This design comes from an exercise in tuning for small area, a short achievable clock period and few clock cycles on the open sky130 flow, not from production work. Function was checked by simulation only, so behaviour that the tests miss may differ from the original. Power and IR drop assume default switching activity.

## run A
Design simplevm_core, start of the top module:
module simplevm_core (
    input  wire        clk,
    input  wire        rst,           
    output wire        mem_req,
    output wire        mem_we,
    output wire [11:0] mem_addr,
    output wire [7:0]  mem_wdata,
    input  wire        mem_ready,
    input  wire [7:0]  mem_rdata,
    output reg         out_valid,
    output wire [7:0]  out_byte,
    output wire        halted,
    output wire        faulted,
    output wire [7:0]  exit_code,
    output wire [2:0]  fault_kind,
    output wire [15:0] fault_pc,
    output wire [15:0] fault_word,
    output wire [3:0]  flags
);
export LEC_CHECK = 0
export ABC_AREA = 1
export CAP_MARGIN = 20
export CORE_MARGIN = 2
export CORE_UTILIZATION = 40
export CTS_BUF_LIST = sky130_fd_sc_hd__clkbuf_4 sky130_fd_sc_hd__clkbuf_8
export GPL_TIMING_DRIVEN = 1
export SLEW_MARGIN = 20
create_clock -name core_clock -period 15.0 [get_ports {clk}]
standard.sh (not shown) runs the stock make flow with config.mk's settings and CLKGATE_MAP_FILE= SYNTH_SCRIPT=/design/flow/synth_recipe.tcl, a recipe that flattens the netlist after the stock synthesis.
==> flow/flow/run.sh <==
#!/bin/bash
# Standard layout with two changes: the port buffers are buf_2 cells, and
# timing repair aims for extra setup slack so that the critical paths get
# sized for speed even though the clock is met.
bash standard.sh 'BUFFER_PORTS_ARGS=-buffer_cell sky130_fd_sc_hd__buf_2' SETUP_SLACK_MARGIN=10.4 finish > standard.log 2>&1
Run A reached the final stage; the timing, DRC and antenna checks on its layout passed.
Testbench counts of run A, summed over its fixed seeds: cycles 108,018.
Input-level comparison between run B and run A:
- a deleted GPL_TIMING_DRIVEN that had been 1
==> flow/flow/run.sh <==
#!/bin/bash
# Standard layout with two changes: the port buffers are buf_2 cells, and
# timing repair aims for extra setup slack so that the critical paths get
# sized for speed even though the clock is met.
bash standard.sh 'BUFFER_PORTS_ARGS=-buffer_cell sky130_fd_sc_hd__buf_2' SETUP_SLACK_MARGIN=10.55 finish > standard.log 2>&1
### Flow results
- Diff run A -> run B: global router's overall resource usage climbed 0.75 points, final critical-path share of the clock period -0.58 points, worst setup slack rose 0.088 ns, wire length went up by 3.2%, number of buffers created by CTS went down by about 2%.
- Run B vs. run A: cell area moved up, critical path depth now sits lower.
- Going from run A to run B, portion of total power attributed to combinational logic went up by 2.3 points, worst hold slack after final layout increased 0.014 ns.
--- input diff run B..run C ---
- changing CORE_UTILIZATION from 40 to 50
==> flow/flow/run.sh <==
#!/bin/bash
# Standard layout with two changes: the port buffers are buf_2 cells, and
# timing repair aims for extra setup slack so that the critical paths get
# sized for speed even though the clock is met.
bash standard.sh 'BUFFER_PORTS_ARGS=-buffer_cell sky130_fd_sc_hd__buf_2' SETUP_SLACK_MARGIN=10.4 finish > standard.log 2>&1
## What came out
Relative to run B, sequential cell fraction of total power increased by 1.7 points in run C. Looking at critical-path cell with the highest stage delay, the or4_4 result is from run C; the a2111oi_4 one comes from run B. Number of buffers inserted by port buffering came out exactly the same in run C and run B. Diff run C and run B: post-layout worst setup margin higher in run B. Changes observed in run C relative to run B: total of cells resized after clock tree synthesis now smaller; area of all placed cells without fillers went down 900 um2; utilization of the core after routing went up; share of the clock period used by the worst path now larger. Between run C and run B, it is run C whose final total power is lower, by about 5%. As of run C, area of the multi-input gates had fallen by a few percent compared to run B. Going from run B to run C, power share of the clock group grows by 0.3 points.
Relative to run C, the following input files were edited for run D:
- CORE_UTILIZATION now 40, was 50
- SLEW_MARGIN now 5, was 20
- CAP_MARGIN now 5, was 20
Findings:
Run D closes out successfully: all stages finished, all timing, DRC and antenna checks passed. Run C: all stages complete, timing, DRC and antenna checks passed. Run C → run D: post-cts sizing count grew by 19, post-placement setup slack went down by 0.16 ns. Run D ended with less non-clock buffer count than run C. Diff run C and run D: register-to-register slack lower in run D. Between run C and run D, the clock share of power is higher for run D.

---

Setup of v14:
simplevm_core, a different RTL version from the one above (not shown whole).
Size: roughly 2000 cells after synthesis, ~91 I/O pins, ~16000 um2 of cells after synthesis.
Settings: LEC_CHECK=0, ABC_AREA=1, CAP_MARGIN=20, CORE_MARGIN=2, CORE_UTILIZATION=40, SLEW_MARGIN=20; clock period 15.0 ns.
==> flow/flow/run.sh <==
#!/bin/bash
# Standard layout with two changes: the port buffers are buf_2 cells, and
# timing repair aims for extra setup slack so that the critical paths get
# sized for speed even though the clock is met.
bash standard.sh 'BUFFER_PORTS_ARGS=-buffer_cell sky130_fd_sc_hd__buf_2' SETUP_SLACK_MARGIN=10.25 finish > standard.log 2>&1
Testbench counts of v14, summed over its fixed seeds: cycles 108,018.
Setup changes, v14 to v27
--- a/flow/flow/run.sh
+++ b/flow/flow/run.sh
@@ -5 +5 @@
-bash standard.sh 'BUFFER_PORTS_ARGS=-buffer_cell sky130_fd_sc_hd__buf_2' SETUP_SLACK_MARGIN=10.25 finish > standard.log 2>&1
+bash standard.sh 'BUFFER_PORTS_ARGS=-buffer_cell sky130_fd_sc_hd__buf_2' SETUP_SLACK_MARGIN=10 finish > standard.log 2>&1
==> run summary <==
Met2 track demand over resource in global routing: v14 vs v27, no meaningful difference
Looking at first-pass GRT wire length across both flows, v27 is the stronger of the two, with v14 trailing.
v14 -> v27: smallest hold slack flat
On placement-stage cell area, v27 tracks v14 almost exactly.
v27 vs v14 — worst max-slew margin expressed relative to the limit dropped 6.9 points.
Setup changes, v27 to v21
--- a/flow/flow/run.sh
+++ b/flow/flow/run.sh
@@ -5 +5 @@
-bash standard.sh 'BUFFER_PORTS_ARGS=-buffer_cell sky130_fd_sc_hd__buf_2' SETUP_SLACK_MARGIN=10 finish > standard.log 2>&1
+bash standard.sh 'BUFFER_PORTS_ARGS=-buffer_cell sky130_fd_sc_hd__buf_2' SETUP_SLACK_MARGIN=10.25 finish > standard.log 2>&1
--- a/flow/config.mk
+++ b/flow/config.mk
@@ -11,0 +12 @@
+export CTS_BUF_LIST = sky130_fd_sc_hd__clkbuf_4 sky130_fd_sc_hd__clkbuf_8
==> comparison <==
- Largest vdd supply drop: v21 and v27 compared, higher one is v27
- The lower worst setup slack came out of v27.
- Compare v21 and v27 | utilization after layout lower: v27
- Global-route usage ended up 0.39 points higher on v21 than on v27.
- Per the comparison of v21 with v27, worst hold slack saw little to no change; non-clock buffer count saw an increase; power drawn by the combinational cells saw an increase; post-synthesis register bit count saw little to no change.

[separate check: timing with driven ports]
The results above use ideal ports. As a check the final layouts listed here were re-extracted and re-timed, cells and wires unchanged. Step 1 assumes that a clkbuf_16 drives the clock port and a buf_2 every other input. Step 2 adds t to the input delays and takes it off the output delays; t is the mean of the earliest and latest rising clock arrival at the registers after step 1. Input paths then give back, and output paths get back, about the clock's delay inside the block. Slacks: no drivers / after step 1 / after step 2; pairs: no drivers / after step 1.
| run | t, ns | setup slack, ns | hold slack, ns |
|---|---|---|---|
| run A | 0.674 | 10.431 / 10.437 / 9.767 | 0.454 / 0.454 / 0.454 |
| run B | 0.663 | 10.518 / 10.477 / 9.852 | 0.467 / 0.467 / 0.467 |
| run C | 0.653 | 10.438 / 10.397 / 9.789 | 0.453 / 0.453 / 0.453 |
| run D | 0.669 | 10.354 / 10.383 / 9.714 | 0.462 / 0.462 / 0.462 |
| v14 | 0.625 | 10.243 / 10.243 / 9.628 | 0.475 / 0.475 / 0.475 |
| v27 | 0.627 | 10.077 / 10.064 / 9.438 | 0.476 / 0.476 / 0.476 |
| v21 | 0.631 | 10.305 / 10.257 / 9.651 | 0.475 / 0.475 / 0.475 |
After both steps setup and hold are still met in every run listed. For run B, which loses most, drivers alone change the setup slack by -0.041 ns; drivers and shift together by -0.666 ns.
